From an optimization exercise on the open Yosys and OpenROAD flow, aimed at a short achievable clock period and few clock cycles; shortcuts taken in it are not production practice. No functional check of the RTL was part of this run. Power and IR drop assume default switching activity.

==> design/flow/design.v <==
module sac_core (
    input  wire        clk,
    input  wire        rst,
    output reg         mem_req,
    output reg         mem_we,
    output reg  [11:0] mem_addr,
    output reg  [7:0]  mem_wdata,
    input  wire [7:0]  mem_rdata,
    output wire        in_req,
    input  wire        in_valid,
    input  wire [31:0] in_data,
    output reg         out_valid,
    output reg  [2:0]  out_kind,
    output reg  [31:0] out_data,
    output reg         halted,
    output reg         faulted,
    output reg  [2:0]  fault_cause,
    output reg  [31:0] fault_addr
);
    localparam [12:0] MEM_SIZE = 13'd4096;
    localparam [2:0] F_FETCH_RANGE = 3'd1;
    localparam [2:0] F_ILLEGAL     = 3'd2;
    localparam [2:0] F_BAD_REG     = 3'd3;
    localparam [2:0] F_DIV_ZERO    = 3'd4;
    localparam [2:0] F_MEM_RANGE   = 3'd5;
    localparam [2:0] EV_INT      = 3'd0;
    localparam [2:0] EV_CHAR     = 3'd1;
    localparam [2:0] EV_STR_CHAR = 3'd2;
    localparam [2:0] EV_STR_END  = 3'd3;
    localparam [2:0] EV_DUMP     = 3'd4;
    localparam [2:0] EV_DUMP_B   = 3'd5;
    localparam [7:0] OP_NOP        = 8'h00;
    localparam [7:0] OP_INPUT      = 8'h01;
    localparam [7:0] OP_INPUT_CHAR = 8'h02;
    localparam [7:0] OP_ADD        = 8'h03;
    localparam [7:0] OP_SUBT       = 8'h04;
    localparam [7:0] OP_MULT       = 8'h05;
    localparam [7:0] OP_DIV        = 8'h06;
    localparam [7:0] OP_NEG        = 8'h07;
    localparam [7:0] OP_AND        = 8'h08;
    localparam [7:0] OP_OR         = 8'h09;
    localparam [7:0] OP_LSHIFT     = 8'h0A;
    localparam [7:0] OP_RSHIFT     = 8'h0B;
    localparam [7:0] OP_GT         = 8'h0C;
    localparam [7:0] OP_LT         = 8'h0D;
    localparam [7:0] OP_EQ         = 8'h0E;
    localparam [7:0] OP_BRANCH     = 8'h0F;
    localparam [7:0] OP_JUMP       = 8'h10;
    localparam [7:0] OP_COPY       = 8'h11;
    localparam [7:0] OP_OUTPUT     = 8'h12;
    localparam [7:0] OP_OUTPUT_CHAR= 8'h13;
    localparam [7:0] OP_PUSH       = 8'h14;
    localparam [7:0] OP_POP        = 8'h15;
    localparam [7:0] OP_LOAD       = 8'h17;
    localparam [7:0] OP_LOAD_BYTE  = 8'h18;
    localparam [7:0] OP_STORE      = 8'h19;
    localparam [7:0] OP_STORE_BYTE = 8'h1A;
    localparam [7:0] OP_OUTPUT_STR = 8'h1B;
    localparam [7:0] OP_CORE_DUMP  = 8'h1C;
    localparam [7:0] OP_LOAD_LIT   = 8'h1D;
    localparam [7:0] OP_JUMP_LIT   = 8'h1E;
    localparam [7:0] OP_BRANCH_LIT = 8'h1F;
    localparam [7:0] OP_SET        = 8'h20;
    localparam [7:0] OP_HALT       = 8'hFF;
    localparam [3:0] S_FETCH  = 4'd0;    
    localparam [3:0] S_FRECV  = 4'd1;    
    localparam [3:0] S_EXEC   = 4'd2;    
    localparam [3:0] S_DIV    = 4'd3;    
    localparam [3:0] S_INPUT  = 4'd4;    
    localparam [3:0] S_MRD    = 4'd5;    
    localparam [3:0] S_MRECV  = 4'd6;    
    localparam [3:0] S_MWR    = 4'd7;    
    localparam [3:0] S_STR1   = 4'd8;    
    localparam [3:0] S_STR1R  = 4'd9;    
    localparam [3:0] S_STR2   = 4'd10;   
    localparam [3:0] S_STR2R  = 4'd11;   
    localparam [3:0] S_DUMP   = 4'd12;   
    localparam [3:0] S_DUMPR  = 4'd13;   
    localparam [3:0] S_STOP   = 4'd14;   
    reg [31:0] rf [0:19];
    reg [3:0]  state;
    reg [2:0]  cnt;           
    reg [2:0]  len;           
    reg [7:0]  op;
    reg [7:0]  ib1, ib2, ib3, ib4, ib5;
    reg [11:0] maddr;         
    reg [31:0] word;          
    reg [2:0]  nbytes;        
    reg [12:0] saddr;         
    reg [11:0] sstart;        
    reg        shi;           
    reg [7:0]  shbyte;        
    reg [31:0] dcount;        
    reg [31:0] dv_rem;
    reg [31:0] dv_q;
    reg [31:0] dv_div;
    reg        dv_neg;
    reg [5:0]  dv_cnt;
    wire [31:0] pc = rf[18];
    function [2:0] op_len;
        input [7:0] o;
        begin
            case (o)
                OP_NOP, OP_INPUT, OP_INPUT_CHAR, OP_HALT:             op_len = 3'd1;
                OP_JUMP, OP_OUTPUT, OP_OUTPUT_CHAR, OP_PUSH, OP_POP,
                OP_OUTPUT_STR:                                        op_len = 3'd2;
                OP_NEG, OP_LSHIFT, OP_RSHIFT, OP_BRANCH, OP_COPY,
                OP_LOAD, OP_LOAD_BYTE, OP_STORE, OP_STORE_BYTE,
                OP_CORE_DUMP:                                         op_len = 3'd3;
                OP_ADD, OP_SUBT, OP_MULT, OP_DIV, OP_AND, OP_OR,
                OP_GT, OP_LT, OP_EQ:                                  op_len = 3'd4;
                OP_LOAD_LIT, OP_JUMP_LIT:                             op_len = 3'd5;
                OP_BRANCH_LIT, OP_SET:                                op_len = 3'd6;
                default:                                              op_len = 3'd0;
            endcase
        end
    endfunction
    wire [7:0]  fA = ib1;
    wire [7:0]  fB = ib2;
    wire [7:0]  fC = ib3;
    wire [31:0] lit_l  = {ib1, ib2, ib3, ib4};
    wire [31:0] lit_rl = {ib2, ib3, ib4, ib5};
    wire uses_a = (op != OP_LOAD_LIT) && (op != OP_JUMP_LIT) && (len >= 3'd2);
    wire uses_b = (len == 3'd3) || (len == 3'd4);
    wire uses_c = (len == 3'd4);
    wire bad_reg = (uses_a && fA > 8'd19) || (uses_b && fB > 8'd19) ||
                   (uses_c && fC > 8'd19);
    wire [31:0] ra = (fA < 8'd20) ? rf[fA[4:0]] : 32'd0;
    wire [31:0] rb = (fB < 8'd20) ? rf[fB[4:0]] : 32'd0;
    wire [31:0] next_pc = pc + {29'd0, len};
    function in_range;
        input [31:0] a;
        input [31:0] n;
        reg   [32:0] e;
        begin
            e = {1'b0, a} + {1'b0, n};
            in_range = !a[31] && (e <= {20'd0, MEM_SIZE});
        end
    endfunction
    wire signed [31:0] sa = ra;
    wire signed [31:0] sb = rb;
    reg  [31:0] alu;
    always @* begin
        case (op)
            OP_ADD:    alu = ra + rb;
            OP_SUBT:   alu = ra - rb;
            OP_MULT:   alu = ra * rb;
            OP_AND:    alu = ra & rb;
            OP_OR:     alu = ra | rb;
            OP_GT:     alu = {31'd0, sa > sb};
            OP_LT:     alu = {31'd0, sa < sb};
            OP_EQ:     alu = {31'd0, ra == rb};
            OP_NEG:    alu = ~ra;
            OP_LSHIFT: alu = {ra[30:0], 1'b0};
            OP_RSHIFT: alu = {ra[31], ra[31:1]};
            default:   alu = ra;            
        endcase
    end
    wire [32:0] dv_shift = {dv_rem, dv_q[31]};
    wire        dv_ge    = dv_shift >= {1'b0, dv_div};
    wire [32:0] dv_sub   = dv_shift - {1'b0, dv_div};
    always @* begin
        mem_req   = 1'b0;
        mem_we    = 1'b0;
        mem_addr  = 12'd0;
        mem_wdata = 8'd0;
        case (state)
            S_FETCH: begin
                mem_req  = !(cnt == 3'd0 && pc[31:12] != 20'd0);
                mem_addr = pc[11:0] + {9'd0, cnt};
            end
            S_MRD: begin
                mem_req  = 1'b1;
                mem_addr = maddr;
            end
            S_MWR: begin
                mem_req   = 1'b1;
                mem_we    = 1'b1;
                mem_addr  = maddr;
                mem_wdata = word[31:24];
            end
            S_STR1, S_STR2: begin
                mem_req  = !(state == S_STR1 && !shi && saddr + 13'd2 > MEM_SIZE);
                mem_addr = saddr[11:0] + {11'd0, shi};
            end
            S_DUMP: begin
                mem_req  = 1'b1;
                mem_addr = maddr;
            end
            default: ;
        endcase
    end
    assign in_req = (state == S_INPUT);
    integer i;
    task raise_fault;
        input [2:0] cause;
        begin
            faulted     <= 1'b1;
            fault_cause <= cause;
            fault_addr  <= pc;
            state       <= S_STOP;
        end
    endtask
    task finish;
        input        wen;
        input [4:0]  dst;
        input [31:0] val;
        begin
            if (wen)
                rf[dst] <= val;
            if (!(wen && dst == 5'd18))
                rf[18] <= next_pc;
            cnt   <= 3'd0;
            state <= S_FETCH;
        end
    endtask
    always @(posedge clk) begin
        out_valid <= 1'b0;
        if (rst) begin
            for (i = 0; i < 20; i = i + 1)
                rf[i] <= 32'd0;
            state       <= S_FETCH;
            cnt         <= 3'd0;
            halted      <= 1'b0;
            faulted     <= 1'b0;
            fault_cause <= 3'd0;
            fault_addr  <= 32'd0;
        end else begin
            case (state)
                S_FETCH: begin
                    if (cnt == 3'd0 && pc[31:12] != 20'd0)
                        raise_fault(F_FETCH_RANGE);
                    else
                        state <= S_FRECV;
                end
                S_FRECV: begin
                    if (cnt == 3'd0) begin
                        op  <= mem_rdata;
                        len <= op_len(mem_rdata);
                        if (op_len(mem_rdata) == 3'd0)
                            raise_fault(F_ILLEGAL);
                        else if ({1'b0, pc[11:0]} + {10'd0, op_len(mem_rdata)} > MEM_SIZE)
                            raise_fault(F_FETCH_RANGE);
                        else if (op_len(mem_rdata) == 3'd1)
                            state <= S_EXEC;
                        else begin
                            cnt   <= 3'd1;
                            state <= S_FETCH;
                        end
                    end else begin
                        case (cnt)
                            3'd1: ib1 <= mem_rdata;
                            3'd2: ib2 <= mem_rdata;
                            3'd3: ib3 <= mem_rdata;
                            3'd4: ib4 <= mem_rdata;
                            default: ib5 <= mem_rdata;
                        endcase
                        if (cnt == len - 3'd1)
                            state <= S_EXEC;
                        else begin
                            cnt   <= cnt + 3'd1;
                            state <= S_FETCH;
                        end
                    end
                end
                S_EXEC: begin
                    cnt <= 3'd0;
                    if (bad_reg)
                        raise_fault(F_BAD_REG);
                    else case (op)
                        OP_NOP:
                            finish(1'b0, 5'd0, 32'd0);
                        OP_INPUT, OP_INPUT_CHAR:
                            state <= S_INPUT;
                        OP_ADD, OP_SUBT, OP_MULT, OP_AND, OP_OR,
                        OP_GT, OP_LT, OP_EQ:
                            finish(1'b1, fC[4:0], alu);
                        OP_NEG, OP_LSHIFT, OP_RSHIFT, OP_COPY:
                            finish(1'b1, fB[4:0], alu);
                        OP_DIV: begin
                            if (rb == 32'd0)
                                raise_fault(F_DIV_ZERO);
                            else begin
                                dv_rem <= 32'd0;
                                dv_q   <= ra[31] ? -ra : ra;
                                dv_div <= rb[31] ? -rb : rb;
                                dv_neg <= ra[31] ^ rb[31];
                                dv_cnt <= 6'd0;
                                state  <= S_DIV;
                            end
                        end
                        OP_BRANCH:
                            finish(ra != 32'd0, 5'd18, rb);
                        OP_JUMP:
                            finish(1'b1, 5'd18, ra);
                        OP_OUTPUT: begin
                            out_valid <= 1'b1;
                            out_kind  <= EV_INT;
                            out_data  <= ra;
                            finish(1'b0, 5'd0, 32'd0);
                        end
                        OP_OUTPUT_CHAR: begin
                            out_valid <= 1'b1;
                            out_kind  <= EV_CHAR;
                            out_data  <= {16'd0, ra[15:0]};
                            finish(1'b0, 5'd0, 32'd0);
                        end
                        OP_PUSH: begin
                            if (!in_range(rf[17], 32'd4))
                                raise_fault(F_MEM_RANGE);
                            else begin
                                maddr  <= rf[17][11:0];
                                word   <= ra;
                                nbytes <= 3'd4;
                                state  <= S_MWR;
                            end
                        end
                        OP_POP: begin
                            if (!in_range(rf[17] - 32'd4, 32'd4))
                                raise_fault(F_MEM_RANGE);
                            else begin
                                maddr  <= rf[17][11:0] - 12'd4;
                                nbytes <= 3'd4;
                                state  <= S_MRD;
                            end
                        end
                        OP_LOAD, OP_STORE: begin
                            if (!in_range(ra, 32'd4))
                                raise_fault(F_MEM_RANGE);
                            else begin
                                maddr  <= ra[11:0];
                                word   <= rb;
                                nbytes <= 3'd4;
                                state  <= (op == OP_LOAD) ? S_MRD : S_MWR;
                            end
                        end
                        OP_LOAD_BYTE, OP_STORE_BYTE: begin
                            if (!in_range(ra, 32'd1))
                                raise_fault(F_MEM_RANGE);
                            else begin
                                maddr  <= ra[11:0];
                                word   <= {rb[7:0], 24'd0};
                                nbytes <= 3'd1;
                                state  <= (op == OP_LOAD_BYTE) ? S_MRD : S_MWR;
                            end
                        end
                        OP_OUTPUT_STR: begin
                            if (ra[31] || ra[30:12] != 19'd0)
                                raise_fault(F_MEM_RANGE);
                            else begin
                                saddr  <= {1'b0, ra[11:0]};
                                sstart <= ra[11:0];
                                shi    <= 1'b0;
                                state  <= S_STR1;
                            end
                        end
                        OP_CORE_DUMP: begin
                            if (rb[31] || rb == 32'd0) begin
                                out_valid <= 1'b1;
                                out_kind  <= EV_DUMP;
                                out_data  <= ra;
                                finish(1'b0, 5'd0, 32'd0);
                            end else if (!in_range(ra, rb))
                                raise_fault(F_MEM_RANGE);
                            else begin
                                out_valid <= 1'b1;
                                out_kind  <= EV_DUMP;
                                out_data  <= ra;
                                maddr     <= ra[11:0];
                                dcount    <= rb;
                                state     <= S_DUMP;
                            end
                        end
                        OP_LOAD_LIT:
                            finish(1'b1, 5'd19, lit_l);
                        OP_JUMP_LIT:
                            finish(1'b1, 5'd18, lit_l);
                        OP_BRANCH_LIT:
                            finish(ra != 32'd0, 5'd18, lit_rl);
                        OP_SET:
                            finish(1'b1, fA[4:0], lit_rl);
                        OP_HALT: begin
                            halted <= 1'b1;
                            rf[18] <= next_pc;
                            state  <= S_STOP;
                        end
                        default:
                            raise_fault(F_ILLEGAL);
                    endcase
                end
                S_DIV: begin
                    dv_rem <= dv_ge ? dv_sub[31:0] : dv_shift[31:0];
                    dv_q   <= {dv_q[30:0], dv_ge};
                    dv_cnt <= dv_cnt + 6'd1;
                    if (dv_cnt == 6'd32)
                        finish(1'b1, fC[4:0], dv_neg ? -dv_q : dv_q);
                end
                S_INPUT: begin
                    if (in_valid)
                        finish(1'b1, 5'd19,
                               (op == OP_INPUT) ? in_data : {16'd0, in_data[15:0]});
                end
                S_MRD:
                    state <= S_MRECV;
                S_MRECV: begin
                    word  <= {word[23:0], mem_rdata};
                    maddr <= maddr + 12'd1;
                    if (cnt == nbytes - 3'd1) begin
                        case (op)
                            OP_LOAD:
                                finish(1'b1, fB[4:0], {word[23:0], mem_rdata});
                            OP_LOAD_BYTE:
                                finish(1'b1, fB[4:0], {24'd0, mem_rdata});
                            default: begin   
                                rf[17] <= rf[17] - 32'd4;
                                finish(1'b1, fA[4:0], {word[23:0], mem_rdata});
                            end
                        endcase
                    end else begin
                        cnt   <= cnt + 3'd1;
                        state <= S_MRD;
                    end
                end
                S_MWR: begin
                    word  <= {word[23:0], 8'd0};
                    maddr <= maddr + 12'd1;
                    if (cnt == nbytes - 3'd1) begin
                        if (op == OP_PUSH)
                            finish(1'b1, 5'd17, rf[17] + 32'd4);
                        else
                            finish(1'b0, 5'd0, 32'd0);
                    end else
                        cnt <= cnt + 3'd1;
                end
                S_STR1: begin
                    if (!shi && saddr + 13'd2 > MEM_SIZE)
                        raise_fault(F_MEM_RANGE);
                    else
                        state <= S_STR1R;
                end
                S_STR1R: begin
                    if (!shi) begin
                        shbyte <= mem_rdata;
                        shi    <= 1'b1;
                        state  <= S_STR1;
                    end else begin
                        shi <= 1'b0;
                        if (shbyte == 8'd0 && mem_rdata == 8'd0) begin
                            saddr <= {1'b0, sstart};
                            state <= S_STR2;
                        end else begin
                            saddr <= saddr + 13'd2;
                            state <= S_STR1;
                        end
                    end
                end
                S_STR2:
                    state <= S_STR2R;
                S_STR2R: begin
                    if (!shi) begin
                        shbyte <= mem_rdata;
                        shi    <= 1'b1;
                        state  <= S_STR2;
                    end else begin
                        shi       <= 1'b0;
                        out_valid <= 1'b1;
                        if (shbyte == 8'd0 && mem_rdata == 8'd0) begin
                            out_kind <= EV_STR_END;
                            out_data <= 32'd0;
                            finish(1'b0, 5'd0, 32'd0);
                        end else begin
                            out_kind <= EV_STR_CHAR;
                            out_data <= {16'd0, shbyte, mem_rdata};
                            saddr    <= saddr + 13'd2;
                            state    <= S_STR2;
                        end
                    end
                end
                S_DUMP:
                    state <= S_DUMPR;
                S_DUMPR: begin
                    out_valid <= 1'b1;
                    out_kind  <= EV_DUMP_B;
                    out_data  <= {24'd0, mem_rdata};
                    maddr     <= maddr + 12'd1;
                    dcount    <= dcount - 32'd1;
                    if (dcount == 32'd1)
                        finish(1'b0, 5'd0, 32'd0);
                    else
                        state <= S_DUMP;
                end
                default: ;   
            endcase
        end
    end
endmodule
==> design/flow/run.sh <==
#!/bin/bash
# synth_recipe.tcl (not shown) runs the flow's synth.tcl, then flattens the netlist and writes it again
# the make line also repeats each setting of config.mk as NAME=value (left out here)
make -C /OpenROAD-flow-scripts/flow DESIGN_CONFIG=/design/flow/config.mk WORK_HOME=/design/flow/orfs CLKGATE_MAP_FILE= SYNTH_SCRIPT=/design/flow/synth_recipe.tcl finish
==> design/flow/config.mk <==
export PLATFORM = sky130hd
export DESIGN_NAME = sac_core
export DESIGN_NICKNAME = sac_core
export VERILOG_FILES = /design/flow/design.v
export SDC_FILE = /design/flow/constraint.sdc
export NUM_CORES = 4
export LEC_CHECK = 0
export CAP_MARGIN = 20
export CORE_MARGIN = 2
export CORE_UTILIZATION = 40
export SLEW_MARGIN = 20
==> design/flow/constraint.sdc <==
create_clock -name core_clock -period 15.0 [get_ports {clk}]
set_input_delay 3.0000 -clock core_clock [delete_from_list [all_inputs] [get_ports {clk}]]
set_output_delay 3.0000 -clock core_clock [all_outputs]
set_load 0.01 [all_outputs]
==> summary.md <==
| Metric | Value |
|---|---|
| Status | `complete, no violations` |
| Setup bufs post-CTS | `0` |
| Max Cap Viol | `0` |
| Cts repair resizes | `0` |
| Starting Density | `40.21%` |
| Grt ovf | `0` |
| TritonCTS clock tree | `done` |
| Clock latency on the worst-skew pair | `0.90 ns` |
| Multi-input combinational cell area | `~55000 sq um` |
| # IOs | `~140` |
| Initial antenna violation count | `54` |
| Area of the mapped netlist | `between 100000 and 150000 sq um` |
| Placed Cells incl. Taps | `~13k` |
| Relative max-transition margin | `3.867%` |
| Crit Path Class | `reg -> reg` |
| Final Hold Fails | `0` |
| Max VDD drop | `between 0.1 and 0.15 mV` |
| Core Region | `approximately 250000 sq um` |
| Final period util | `between 80% and 90%` |
| Final Skew | `around 0.082 ns` |
| CTS clk-pin slew, worst paths | `0.06 ns` |
| Slew of the pin with the lowest slew margin | `~1.4 ns` |
| Layout Cell Area excl Fill | `about 110000 sq um` |
| Wire length per cell | `roughly 37 um` |
| Pwr Density | `85.75 nW/um^2` |
| Nets | `a little over 10k` |
| Post-route ant nets | `0` |
| CTS buffer count | `roughly 160` |
| Pre-antenna DRT Iters | `16` |
| Share of cells above drive strength 1 | `between 10% and 20%` |
| GRT Util Overall | `between 30% and 40%` |
| First-pass GRT wire length | `around 650 mm` |
| Top cell type's share of synthesized area | `approximately two fifths` |
| Synthesized net count | `between 10k and 15k` |
| Drt drc | `0` |
| FF+latch area | `40910 sq um` |
| Startpoint types | `flop` |
| Die W | `between 500 and 600 um` |
| Fin. max-slew vios | `0` |
| Fin Hold WS | `approximately 0.48 ns` |
| RSZ-0062 raised after global routing | `no` |
| Number of global-route vias before repair | `around 83k` |
| GP Congestion | `1.069` |
| CTS Root Cell | `clkbuf_16` |
| Chip height | `approximately 500 um` |
| Total number of vias | `between 80k and 90k` |
| DR vias/cell | `approximately 6.8` |
| Port Buffers | `138` |
| Hold Path Class | `reg -> reg` |
| WP data required | `15.52 ns` |
| Synthesized instance count | `between 9k and 10k` |
| Top post-synthesis cells by area | `edfxtp_1 39%, mux4_2 11%, fa_1 8.2%, nor2_1 4.7%, ha_1 3.5%` |
| Hold_buf cts | `0` |
| Final WL | `between 400 and 500 mm` |
| Flops & latches, synth | `about 1.4k` |
| Initial DRC count | `between 15k and 20k` |
| Finished Layout Cells | `12.89k` |
| TritonCTS Sinks | `1380` |
| Die area | `between 200000 and 300000 sq um` |
| Yosys warning count | `1` |
| Worst Path Arrival | `14.01 ns` |
| Netlist cell types | `~110` |
| Rows | `184` |
| EDFF count, synth | `1325` |
| Slowest cell on the critical path | `dfxtp_4` |
| Register area share after synthesis | `between 40% and 50%` |
| H-tree level count | `4` |
| Final setup fails | `0` |
| Static leakage | `a little over 0.04 uW` |
| Crit-path max FO | `between 40 and 50` |
| Largest net degree at the start of global routing | `between 90 and 100` |
| Largest area contributor in the netlist | `edfxtp_1` |
| DP Wirelength | `~330 mm` |
| CP max stage delay | `0.99 ns` |
| Setup TNS | `0 ns` |
| Async SR Flop Fraction | `0%` |
| Layout area overhead | `11.16%` |
| Placed inst area | `approximately 110000 sq um` |
| Setup crit end kind | `flop` |
| Shortest period the worst path allows | `about 13 ns` |
| Most frequent cells in the layout | `1325 x edfxtp_1, 1255 x nor2_1, 765 x nand2_1` |
| Fillers | `about 23k` |
| Post-Syn Area per Cell | `10.72 sq um` |
| Most common cell after layout, fill and taps aside | `edfxtp_1` |
| Clk buf depth | `3` |
| Fmax | `74.13 MHz` |
| Top FF cell, synth | `edfxtp_1` |
## per-layer routing
metal / up-vias / share of wire [%] / track usage (%)
li1: 34350 / - / -
met1: 43580 / 34 / 44.99
met2: 7754 / 41 / 51.51
met3: 1794 / 15 / 13.35
met4: 40 / 9.0 / 25.74
met5: - / 0.067 / 0.1481
## critical path: cells and delay by family, from the launching register on
family / cells / cell delay, ns
xor gates and xnor gates: 1 / 0.24
DFF: 1 / 0.99
AOI/OAI and AO/OA: 9 / 2.34
buffers and inverters: 10 / 1.82
and+or+nand+nor: 7 / 2.72
muxes: 1 / 0.42
adders and majority gates: 9 / 4.43
## synth_stat cells (55+ instances only)
cell         n
xor2_1     115
o211ai_1    59
mux4_2     484
o31ai_1     62
nand4_1     94
mux2i_1    258
nor4_1      68
fa_1       414
clkbuf_1   541
ha_1       285
o221ai_1    76
a211oi_1    55
nor3_1     149
and3_1      86
a21oi_1    364
o22ai_1     78
nand2_1    767
dfxtp_1     55
nand2b_1    65
a22oi_1    181
xnor2_1    258
a221oi_1    66
inv_1      687
edfxtp_1  1325
o21ai_0    407
or3_1       55
buf_1       84
nand3_1    151
a31oi_1     58
nor2_1    1279
## logic make-up (layout without fill, tap and decap cells)
| kind of cell | after synthesis | after routing | share of synthesized area [%] |
|---|---|---|---|
| other | 0 | 37 | 0 |
| AOI/OAI and AO/OA | 1810 | 1810 | 11.99 |
| xor gates and xnor gates | 375 | 375 | 3.276 |
| buffers and inverters | 1469 | 1539 | 6.032 |
| muxes | 758 | 758 | 13.52 |
| and+or+nand+nor | 2940 | 2940 | 13.01 |
| adders and majority gates | 699 | 699 | 11.73 |
| DFF | 1380 | 1380 | 40.45 |
## power breakdown
part           leakage [uW]  internal (uW)  total (uW)  switching, uW
clock network       0.00253           2180        3960           1780
logic                0.0246            395        1170            774
registers            0.0134           4350        4510            156
## through the flow
stage               worst slack, ns  utilization, %  total power, uW
floorplan                     4.209               -             5146
global placement              1.931           42.55             5681
detailed placement            1.942           42.57             5697
CTS                           1.907           44.63             9587
global route                  1.303           44.66             9838
finish                        1.510           44.70             9636
## final cells by class
type,count,share of cell area (%)
Antenna cell,37,0.08240
Tap cell,3348,3.728
Multi-Input combinational cell,6582,48.70
Clock inverter,104,0.9999
Inverter,716,2.392
Sequential cell,1380,36.41
Timing Repair Buffer,535,4.072
Clock buffer,184,3.618
## path summary, 6_finish.rpt
kind              slack (ns)                         end  cells after the start                  startpoint
setup / recovery        1.51        rf[29][31]$_DFFE_PP_                     37                        flop
hold / removal          0.48  fault_addr[5]$_SDFFE_PP0P_                      2  fault_addr[5]$_SDFFE_PP0P_
setup reg to reg        1.51        rf[29][31]$_DFFE_PP_                     37                        flop
hold reg to reg         0.48  fault_addr[5]$_SDFFE_PP0P_                      2  fault_addr[5]$_SDFFE_PP0P_
## sequential cells by signal, indices dropped and copies added, names as in the netlist, 4 cells and up, named ones only
name        flops
rf           1024
dcount         32
dv_rem         32
dv_cnt          6
dv_q           32
out_data       32
sstart         12
ib2             8
word           32
maddr          12
shbyte          8
ib1             8
state           4
fault_addr     32
ib4             8
dv_div         32
op              8
saddr          13
ib3             8
ib5             8

## static timing again, ports no longer ideal
How much do the figures lean on ideal ports? The routed layout below was timed once more, with nothing changed but the port constraints. Step 1, drivers: a clkbuf_16 drives clk and a buf_2 each remaining input, both assumed. Step 2 times the ports against the registers' clock, not the clock port: input delays grow and output delays shrink by t, the midpoint of the rising clock arrivals with the driver on. a / b / c = no drivers / after step 1 / after step 2; a / b = the first two.
t (ns): 0.949
setup WS [ns]: 1.510 / 1.510 / 1.510
worst setup path at the end: register to register
cell pins on the clock port's net: 1
After both steps this run still meets setup and hold. The setup slack of this run moves by 0.000 ns with the drivers and by 0.000 ns with both steps.
